Background: an optimization exercise with open tools, aiming at small area and a short achievable clock period. Do not read the settings as production practice. Only simulation tests tie the RTL to the original design; equivalence was not proved. No activity file was given, so power comes from the tool's default toggle rates.

// frame_codec
module frame_codec (
    input  wire        clk,
    input  wire        rst,           
    input  wire        cmd_valid,
    input  wire [7:0]  cmd_op,
    input  wire [7:0]  cmd_arg,       
    input  wire [63:0] cmd_value,     
    output reg         resp_valid,
    output wire [7:0]  resp_status,
    output wire [63:0] resp_data,
    output reg         pay_valid,
    output reg  [7:0]  pay_byte,
    output wire [15:0] frm_version,
    output wire [15:0] frm_flags,
    output wire [63:0] frm_sequence,
    output wire [63:0] frm_reserved
);
Settings: LEC_CHECK=0, CAP_MARGIN=10, CORE_MARGIN=2, CORE_UTILIZATION=55, CTS_BUF_LIST=sky130_fd_sc_hd__clkbuf_4 sky130_fd_sc_hd__clkbuf_8, CTS_CLUSTER_SIZE=12, SETUP_SLACK_MARGIN=2.6, SLEW_MARGIN=10; clock period 5.0 ns.
standard.sh (not shown) runs the stock make flow with config.mk's settings and CLKGATE_MAP_FILE= SYNTH_SCRIPT=/design/flow/synth_recipe.tcl, a recipe that flattens the netlist after the stock synthesis.
==> flow/flow/run.sh <==
#!/bin/bash
set -euo pipefail
bash standard.sh finish "BUFFER_PORTS_ARGS=-buffer_cell sky130_fd_sc_hd__buf_1" > make.log 2>&1
The starting point went through all stages and came out clean.
Change:
==> flow/flow/run.sh (replaced) <==
#!/bin/bash
set -euo pipefail
bash standard.sh finish "BUFFER_PORTS_ARGS=-buffer_cell sky130_fd_sc_hd__buf_2" > make.log 2>&1
CORE_UTILIZATION = 65   (was 55)
PLACE_DENSITY = 0.72   (was default)
After rerunning: Routed wire length increases by a little under a tenth. Cell count went down slightly. Clock-buffer cell count came out lower by 5. Die area decreases by about a fifth. Power goes down by a few percent. Setup slack gets worse by 650 ps. Global-route usage increases by 7.9 points.
Change:
CORE_UTILIZATION = 55   (was 65)
PLACE_DENSITY = default   (was 0.72)
- global-route usage shrinks by 8.9 points
- design area shrinks by 0.77%
- sequential power is about the same
Change:
==> flow/flow/run.sh (replaced) <==
#!/bin/bash
set -euo pipefail
bash standard.sh finish "BUFFER_PORTS_ARGS=-buffer_cell sky130_fd_sc_hd__buf_1" > make.log 2>&1
SETUP_SLACK_MARGIN = 2.5   (was 2.6)
The new run passed the timing, DRC and antenna checks.
Core utilization goes down by 2.2 points.
Setup slack is better by 43 ps.
Count of clock-buffer cells in the layout goes down by 3.
Routed wire length stays flat.
Combinational power goes down by about 6%.
Final area goes down by 3.2%.
Total power goes up by 1.4%.
Worst hold slack hardly moves.
Fmax goes up by 1.7%.
Non-clock buffer count goes down by 39.

* * *

frame_codec again, from the RTL that the note above started with.
export LEC_CHECK = 0
export CAP_MARGIN = 10
export CORE_MARGIN = 2
export CORE_UTILIZATION = 55
export CTS_BUF_LIST = sky130_fd_sc_hd__clkbuf_4 sky130_fd_sc_hd__clkbuf_8
export CTS_CLUSTER_SIZE = 12
export SETUP_SLACK_MARGIN = 2.8
export SLEW_MARGIN = 10
create_clock -name core_clock -period 5.0 [get_ports {clk}]
==> flow/flow/run.sh <==
#!/bin/bash
set -euo pipefail
bash standard.sh finish "BUFFER_PORTS_ARGS=-buffer_cell sky130_fd_sc_hd__buf_2" > make.log 2>&1
The baseline went through all stages and came out clean.
Then changed:
==> flow/flow/run.sh (replaced) <==
#!/bin/bash
set -euo pipefail
bash standard.sh finish "BUFFER_PORTS_ARGS=-buffer_cell sky130_fd_sc_hd__buf_1" > make.log 2>&1
--- a/flow/config.mk
+++ b/flow/config.mk
@@ -7,3 +7,3 @@
 export LEC_CHECK = 0
-export CAP_MARGIN = 10
+export CAP_MARGIN = 0
 export CORE_MARGIN = 2
@@ -12,3 +12,3 @@
 export CTS_CLUSTER_SIZE = 12
-export SETUP_SLACK_MARGIN = 2.8
-export SLEW_MARGIN = 10
+export SETUP_SLACK_MARGIN = 2.6
+export SLEW_MARGIN = 0
Effect: The changed run ran to the end with no violations; register-to-register slack gains 0.04 ns; non-clock buffer count goes down by 91; synthesized cell count is unchanged; routed wire length goes down by about 3.2%; area after synthesis is unchanged; worst hold slack loses 0.0081 ns; cell area goes down by 6.7%; worst setup slack gains 0.017 ns; utilization goes down by 5.0 points.

## re-timing with driven ports
Ports are ideal in the flow. The routed layouts listed here were re-timed in OpenROAD. Step 1: set_driving_cell puts a clkbuf_16 on clk and a buf_2 on each other input, an assumption about the parent block. Step 2 moves the port delays by t, midway between the first and last clock arrival at a register: inputs arrive t later, outputs are due t later. That takes back most of the time a late clock gives input paths. Slacks: no drivers / after step 1 / after step 2; pairs: no drivers / after step 1.
run | t, ns | setup WS [ns] | hold WS [ns] | worst setup path at the end | worst register clock-pin slew, ns
the first run of note 1 | 0.736 | 2.512 / 2.484 / 1.747 | 0.482 / 0.482 / 0.482 | input to register | 0.07 / 0.07
the second run of note 1 | 0.739 | 1.866 / 1.866 / 1.529 | 0.499 / 0.499 / 0.499 | input to register | 0.08 / 0.08
the third run of note 1 | 0.732 | 2.436 / 2.440 / 1.714 | 0.489 / 0.489 / 0.489 | input to register | 0.07 / 0.07
the fourth run of note 1 | 0.752 | 2.478 / 2.513 / 1.760 | 0.492 / 0.492 / 0.492 | input to register | 0.07 / 0.07
the first run of note 2 | 0.728 | 2.495 / 2.496 / 1.821 | 0.490 / 0.490 / 0.490 | input to register | 0.07 / 0.07
the second run of note 2 | 0.736 | 2.512 / 2.484 / 1.747 | 0.482 / 0.482 / 0.482 | input to register | 0.07 / 0.07
After both steps every run listed still meets setup and hold.
